Context: an optimization exercise on an open-source flow, tuned for small area. The choices shown serve that exercise and are no tape-out recipe. Only simulation tests tie the RTL to the original design; equivalence was not proved. No activity file was given, so power comes from the tool's default toggle rates.

Design lc3_core, start of the top module:
module lc3_core (
    input  wire        clk,
    input  wire        reset,         
    output wire        mem_req,
    output wire        mem_we,
    output wire [15:0] mem_addr,
    output wire [15:0] mem_wdata,
    input  wire [15:0] mem_rdata,
    input  wire        mem_ready,
    input  wire        kbd_avail,
    input  wire [7:0]  kbd_char,
    output wire        kbd_take,
    output wire        disp_emit,
    output wire [7:0]  disp_char,
    output wire        halted,
    output wire        double_fault
);
Size in the first run: about 830 cells after synthesis, roughly 230 flip-flops, roughly 74 I/O pins, ~8000 sq um of cells after synthesis.
Settings: LEC_CHECK=0, ABC_AREA=1, CAP_MARGIN=20, CORE_MARGIN=2, CORE_UTILIZATION=50, SLEW_MARGIN=20; clock period 10.0 ns.
standard.sh (not shown) runs the stock make flow with config.mk's settings and CLKGATE_MAP_FILE= SYNTH_SCRIPT=/design/flow/synth_recipe.tcl, a recipe that flattens the netlist after the stock synthesis.
==> flow/flow/run.sh <==
#!/bin/bash
# standard layout; smallest port buffers; CTS without dummy loads
set -euo pipefail
export BUFFER_PORTS_ARGS="-buffer_cell sky130_fd_sc_hd__buf_1"
export CTS_ARGS="-sink_clustering_enable -repair_clock_nets -dont_use_dummy_load -sink_clustering_size 22 -sink_clustering_max_diameter 70 -buf_list {sky130_fd_sc_hd__clkbuf_8} -root_buf sky130_fd_sc_hd__clkbuf_8 -tree_buf sky130_fd_sc_hd__clkbuf_8"
bash standard.sh > flow_standard.log 2>&1
The baseline completed without violations.
Change:
==> flow/flow/run.sh (replaced) <==
#!/bin/bash
# standard layout; smallest port buffers; CTS without dummy loads
set -euo pipefail
export BUFFER_PORTS_ARGS="-buffer_cell sky130_fd_sc_hd__buf_1"
export CTS_ARGS="-sink_clustering_enable -repair_clock_nets -dont_use_dummy_load -sink_clustering_size 24 -sink_clustering_max_diameter 60 -buf_list {sky130_fd_sc_hd__clkbuf_8} -root_buf sky130_fd_sc_hd__clkbuf_8 -tree_buf sky130_fd_sc_hd__clkbuf_8"
bash standard.sh > flow_standard.log 2>&1
Effect:
- The changed run produced a clean layout
- sequential power hardly moves
- final cell count stays flat
- wire length is lower slightly
- die area is unchanged
- power is higher slightly
- design area hardly moves
- fmax is higher slightly
- sequential cell count does not change
- worst hold slack gets better by 0.029 ns
- global-route usage is about the same
Change:
==> flow/flow/run.sh (replaced) <==
#!/bin/bash
# standard layout; smallest port buffers; CTS without dummy loads
set -euo pipefail
export BUFFER_PORTS_ARGS="-buffer_cell sky130_fd_sc_hd__buf_1"
export CTS_ARGS="-sink_clustering_enable -repair_clock_nets -dont_use_dummy_load -sink_clustering_size 30 -sink_clustering_max_diameter 80 -buf_list {sky130_fd_sc_hd__clkbuf_16}"
bash standard.sh > flow_standard.log 2>&1
Synthesized cell count does not change.
Clock skew falls by 0.053 ns.
Critical path depth is unchanged.
Change:
GPL_TIMING_DRIVEN = 0   (was unset)
Result:
- routed wire length goes up by about 1.1%
- die area does not change
- non-clock buffer count is higher by 18
- design area increases by about 1.2%
- final cell count is higher by 1.6%

---

lane 5:
Another version of the RTL of lc3_core (not shown whole).
Size: roughly 860 cells after synthesis, ~230 flip-flops.
Settings: LEC_CHECK=0, ABC_AREA=1, CAP_MARGIN=20, CORE_MARGIN=2, CORE_UTILIZATION=50, SLEW_MARGIN=20; clock period 10.0 ns.
==> flow/flow/run.sh <==
#!/bin/bash
# standard layout; smallest port buffers; CTS without dummy loads
set -euo pipefail
export BUFFER_PORTS_ARGS="-buffer_cell sky130_fd_sc_hd__buf_1"
export CTS_ARGS="-sink_clustering_enable -repair_clock_nets -dont_use_dummy_load -sink_clustering_size 16 -sink_clustering_max_diameter 50 -buf_list {sky130_fd_sc_hd__clkbuf_8}"
bash standard.sh > flow_standard.log 2>&1
For lane 3, these inputs were changed with respect to lane 5:
==> flow/flow/run.sh <==
#!/bin/bash
# standard layout; smallest port buffers; CTS without dummy loads
set -euo pipefail
export BUFFER_PORTS_ARGS="-buffer_cell sky130_fd_sc_hd__buf_1"
export CTS_ARGS="-sink_clustering_enable -repair_clock_nets -dont_use_dummy_load -sink_clustering_size 30 -sink_clustering_max_diameter 80 -buf_list {sky130_fd_sc_hd__clkbuf_16}"
bash standard.sh > flow_standard.log 2>&1
### Flow results
- Lane 5 closes out successfully: all stages finished, all timing, DRC and antenna checks passed.
- The final layout from lane 3, which completed every stage, passed the timing, DRC and antenna checks at the end of the flow.
- In terms of maximum clock frequency, lane 3 and lane 5 differ only marginally.
- As far as cts-stage hold buffer count goes, lane 3 and lane 5 are indistinguishable; the numbers are identical.
- Diff lane 5 -> lane 3: slack of the critical path essentially unchanged; switching portion of total power moved down; relative max-transition margin has increased; routed length on met2 went down by 0.58%.
- The final period demand of the worst path of lane 3 and that of lane 5 are within noise of each other.
- Total power of lane 3 is higher than that of lane 5.

---

## v6
Starting RTL as in the previous note.
clock: 10.0 ns
lec_check: 0
abc_area: 1
cap_margin: 20
core_margin: 2
core_utilization: 50
slew_margin: 20
==> flow/flow/run.sh <==
#!/bin/bash
# standard layout; smallest port buffers; CTS without dummy loads
set -euo pipefail
export BUFFER_PORTS_ARGS="-buffer_cell sky130_fd_sc_hd__buf_1"
export CTS_ARGS="-sink_clustering_enable -repair_clock_nets -dont_use_dummy_load -sink_clustering_size 40 -sink_clustering_max_diameter 70 -buf_list {sky130_fd_sc_hd__clkbuf_16}"
bash standard.sh > flow_standard.log 2>&1
v6 | status: complete | timing, DRC, antenna: pass
> inputs changed (v6 -> v7)
--- a/flow/flow/run.sh
+++ b/flow/flow/run.sh
@@ -5 +5 @@
-export CTS_ARGS="-sink_clustering_enable -repair_clock_nets -dont_use_dummy_load -sink_clustering_size 40 -sink_clustering_max_diameter 70 -buf_list {sky130_fd_sc_hd__clkbuf_16}"
+export CTS_ARGS="-sink_clustering_enable -repair_clock_nets -dont_use_dummy_load -sink_clustering_size 20 -sink_clustering_max_diameter 60 -buf_list {sky130_fd_sc_hd__clkbuf_8 sky130_fd_sc_hd__clkbuf_16}"
Results
Higher clock transition time at the flip-flop clock pins of the worst setup and hold paths goes to v6 over v7. From v6 to v7 the numbers moved as follows: final design area excluding fillers increased 0.85%; total power draw increased 0.067 mW. | share of the cycle needed by the critical path after routing | v6 vs v7 | ≈ equal |. Of v7 and v6, v7 shows the lower clock period minus final worst setup slack, with v6 above it.

---

## before
lc3_core with an RTL version that a note above also has.
For scale: about 830 cells after synthesis, ~74 I/O pins, ~0.0080 sq mm of cells after synthesis.
// lc3_core
module lc3_core (
    input  wire        clk,
    input  wire        reset,         
    output wire        mem_req,
    output wire        mem_we,
    output wire [15:0] mem_addr,
    output wire [15:0] mem_wdata,
    input  wire [15:0] mem_rdata,
    input  wire        mem_ready,
    input  wire        kbd_avail,
    input  wire [7:0]  kbd_char,
    output wire        kbd_take,
    output wire        disp_emit,
    output wire [7:0]  disp_char,
    output wire        halted,
    output wire        double_fault
);
Settings: LEC_CHECK=0, ABC_AREA=1, CAP_MARGIN=20, CORE_MARGIN=2, CORE_UTILIZATION=50, SLEW_MARGIN=20; clock period 10.0 ns.
==> flow/flow/run.sh <==
#!/bin/bash
# standard layout; smallest port buffers; CTS without dummy loads
set -euo pipefail
export BUFFER_PORTS_ARGS="-buffer_cell sky130_fd_sc_hd__buf_1"
export CTS_ARGS="-sink_clustering_enable -repair_clock_nets -dont_use_dummy_load -sink_clustering_size 12 -sink_clustering_max_diameter 40 -buf_list {sky130_fd_sc_hd__clkbuf_4} -root_buf sky130_fd_sc_hd__clkbuf_8 -tree_buf sky130_fd_sc_hd__clkbuf_8"
bash standard.sh > flow_standard.log 2>&1
No stage failed in before, and the final checks on the layout all came back clean.
Inputs modified between before and after:
==> flow/flow/run.sh <==
#!/bin/bash
# standard layout; smallest port buffers; CTS without dummy loads
set -euo pipefail
export BUFFER_PORTS_ARGS="-buffer_cell sky130_fd_sc_hd__buf_1"
export CTS_ARGS="-sink_clustering_enable -repair_clock_nets -dont_use_dummy_load -sink_clustering_size 22 -sink_clustering_max_diameter 70 -buf_list {sky130_fd_sc_hd__clkbuf_8} -root_buf sky130_fd_sc_hd__clkbuf_16"
bash standard.sh > flow_standard.log 2>&1
Findings:
- after: via count is 1.8% lower than what before reported.
- For complex-gate fraction of the synthesized area, before and after come out practically identical.
- Diff before -> after: fraction of power consumed by sequential logic shows an increase of 1.8 points, layout multi-input combinational cell count shows no meaningful change, clock power shows a reduction of about 8%, clock network fraction of design power shows a reduction of 1.8 points.
- [after] cell internal power dissipation fell about 1.8% relative to before
- Highest clock rate delta (before -> after): insignificant
- The final reports for after and before show post-route non-filler standard cell count lower in the former.
- Comparing before against after, there is no change at all in number of ordinary inverters in the final layout.

---

Another version of the RTL of lc3_core (not shown whole).
Size: about 840 cells after synthesis, ~230 flip-flops, roughly 74 I/O pins, ~0.0088 mm^2 of cells after synthesis.
Settings: LEC_CHECK=0, CAP_MARGIN=20, CORE_MARGIN=2, CORE_UTILIZATION=60, CTS_BUF_LIST=sky130_fd_sc_hd__clkbuf_8, SLEW_MARGIN=20; clock period 10.0 ns.
run.sh (not shown) runs the stock make flow with config.mk's settings and CLKGATE_MAP_FILE= SYNTH_SCRIPT=/design/flow/synth_recipe.tcl, a recipe that flattens the netlist after the stock synthesis.
Stock flow here: none of the scripts above is used.
The starting point produced a clean layout.
Change:
- CORE_UTILIZATION: 60 -> 30
- CTS_BUF_LIST: sky130_fd_sc_hd__clkbuf_8 -> unset
Result: Wire length is lower by a few percent; hold slack hardly moves; final area rose by a few percent; setup slack is better by 0.35 ns; first-iteration DRC count falls by well over a third; sequential power is about the same; die area went up by well over a third; utilization is lower by 34 points; power climbs by a few percent.

---

job 1135:
lc3_core, a different RTL version from the one above (not shown whole).
Size in the first run: roughly 830 cells after synthesis, about 230 flip-flops.
==> flow/design.v (excerpt) <==
module lc3_core (
    input  wire        clk,
    input  wire        reset,         
    output wire        mem_req,
    output wire        mem_we,
    output wire [15:0] mem_addr,
    output wire [15:0] mem_wdata,
    input  wire [15:0] mem_rdata,
    input  wire        mem_ready,
    input  wire        kbd_avail,
    input  wire [7:0]  kbd_char,
    output wire        kbd_take,
    output wire        disp_emit,
    output wire [7:0]  disp_char,
    output wire        halted,
    output wire        double_fault
);
    localparam [3:0] S_INIT  = 4'd13,    
                     S_FETCH = 4'd1,    
                     S_EX    = 4'd11,    
                     S_LDW   = 4'd9,    
                     S_PTR   = 4'd8,    
                     S_POP2  = 4'd10,    
                     S_SWAP  = 4'd15,    
                     S_ENT1  = 4'd3,    
                     S_ENT2  = 4'd12,    
                     S_VEC   = 4'd2,    
                     S_PCT   = 4'd5,   
                     S_INTW  = 4'd0,   
                     S_INT   = 4'd14,   
                     S_HALT  = 4'd6,   
                     S_DFLT  = 4'd7;   
    localparam [1:0] VK_PRIV = 2'd0, VK_TRAP = 2'd1, VK_INT = 2'd2, VK_ILL = 2'd3;
    reg [127:0] gpr;         
    reg [15:0]  pc;          
    reg [15:0]  spo;         
    reg [15:0]  ir;
    reg [15:0]  mar;
    reg [15:0]  t;
    reg [3:0]   bc;
    reg [3:0]   state;
    reg         pend;        
    reg         act;         
    reg         cy;          
    reg         acc;         
    reg [1:0]   vk;
    reg         priv;
    reg [2:0]   prio;
  ...
export LEC_CHECK = 0
export ABC_AREA = 1
export CAP_MARGIN = 20
export CORE_MARGIN = 2
export CORE_UTILIZATION = 60
export PLACE_DENSITY = 0.8
export SLEW_MARGIN = 20
create_clock -name core_clock -period 10.0 [get_ports {clk}]
standard.sh (not shown) runs the stock make flow with config.mk's settings and CLKGATE_MAP_FILE= SYNTH_SCRIPT=/design/flow/synth_recipe.tcl, a recipe that flattens the netlist after the stock synthesis.
==> flow/flow/run.sh <==
#!/bin/bash
# standard layout; smallest port buffers; CTS without dummy loads
set -euo pipefail
export BUFFER_PORTS_ARGS="-buffer_cell sky130_fd_sc_hd__buf_1"
export CTS_ARGS="-sink_clustering_enable -repair_clock_nets -dont_use_dummy_load -sink_clustering_size 40 -sink_clustering_max_diameter 60 -buf_list {sky130_fd_sc_hd__clkbuf_16}"
bash standard.sh > flow_standard.log 2>&1
Input changes introduced in job 1422 (baseline for comparison: job 1135):
# job 1135
export LEC_CHECK = 0
export ABC_AREA = 1
export CAP_MARGIN = 20
export CORE_MARGIN = 2
export CORE_UTILIZATION = 60
export PLACE_DENSITY = 0.8
export SLEW_MARGIN = 20
create_clock -name core_clock -period 10.0 [get_ports {clk}]
# job 1422
export LEC_CHECK = 0
export ABC_AREA = 1
export CAP_MARGIN = 20
export CORE_MARGIN = 2
export CORE_UTILIZATION = 50
export SLEW_MARGIN = 20
create_clock -name core_clock -period 10.0 [get_ports {clk}]
==> flow/flow/run.sh <==
#!/bin/bash
# standard layout; smallest port buffers; CTS without dummy loads
set -euo pipefail
export BUFFER_PORTS_ARGS="-buffer_cell sky130_fd_sc_hd__buf_1"
export CTS_ARGS="-sink_clustering_enable -repair_clock_nets -dont_use_dummy_load -sink_clustering_size 30 -sink_clustering_max_diameter 80 -buf_list {sky130_fd_sc_hd__clkbuf_16}"
bash standard.sh > flow_standard.log 2>&1
Notes after the runs:
Job 1135 → job 1422: post-detailed-placement half-perimeter wirelength rose by about 7%, worst hold slack increased 35 ps, design area higher. Job 1422 vs job 1135, least setup slack across all paths after layout went down by 98 ps. Number of antenna violations at the first check in global routing: job 1135 vs job 1422 — no meaningful difference.

-- port drivers added, routing unchanged --
The results above use ideal ports. As a check the final layouts listed here were re-extracted and re-timed, cells and wires unchanged.
Step 1 (the two cells are an assumption about what drives the block):
set clk [get_ports {clk}]
set_driving_cell -lib_cell sky130_fd_sc_hd__clkbuf_16 $clk
set_driving_cell -lib_cell sky130_fd_sc_hd__buf_2 [delete_from_list [all_inputs] $clk]
Step 2 also shifts input and output timing later by t, the mid clock arrival at the registers, as if the neighbouring blocks saw the same clock.
Slacks: ideal / step 1 / step 2; pairs: ideal / step 1.
run | t (ns) | setup slack, ns | worst setup path at the end | clock arrival spread, ns | worst slew at a driven data input, ns
the first run of note 1 | 0.532 | 5.105 / 5.069 / 5.426 | input to output | 0.039 / 0.038 | 0.04
the second run of note 1 | 0.522 | 5.129 / 5.092 / 5.436 | input to output | 0.076 / 0.076 | 0.03
the third run of note 1 | 0.493 | 5.184 / 5.143 / 5.433 | input to output | 0.024 / 0.025 | 0.04
the fourth run of note 1 | 0.506 | 5.386 / 5.341 / 5.394 | input to output | 0.041 / 0.041 | 0.04
lane 5 | 0.549 | 5.405 / 5.366 / 5.383 | input to output | 0.050 / 0.051 | 0.03
lane 3 | 0.503 | 5.404 / 5.382 / 5.382 | input to output | 0.023 / 0.024 | 0.03
v6 | 0.504 | 5.384 / 5.362 / 5.362 | input to output | 0.047 / 0.047 | 0.03
v7 | 0.510 | 5.394 / 5.372 / 5.372 | input to output | 0.043 / 0.044 | 0.03
before | 0.518 | 5.129 / 5.091 / 5.422 | input to output | 0.064 / 0.064 | 0.04
after | 0.503 | 5.132 / 5.091 / 5.424 | input to output | 0.038 / 0.038 | 0.03
the first run of note 5 | 0.568 | 4.007 / 3.984 / 3.984 | input to output | 0.028 / 0.028 | 0.05
the second run of note 5 | 0.562 | 4.355 / 4.317 / 4.317 | input to output | 0.018 / 0.019 | 0.04
job 1135 | 0.504 | 4.795 / 4.771 / 4.771 | input to output | 0.071 / 0.071 | 0.03
job 1422 | 0.506 | 4.697 / 4.673 / 4.673 | input to output | 0.045 / 0.045 | 0.03
After both steps setup and hold are still met in every run listed. For the second run of note 5, which loses most, drivers alone change the setup slack by -0.038 ns; drivers and shift together by -0.038 ns.
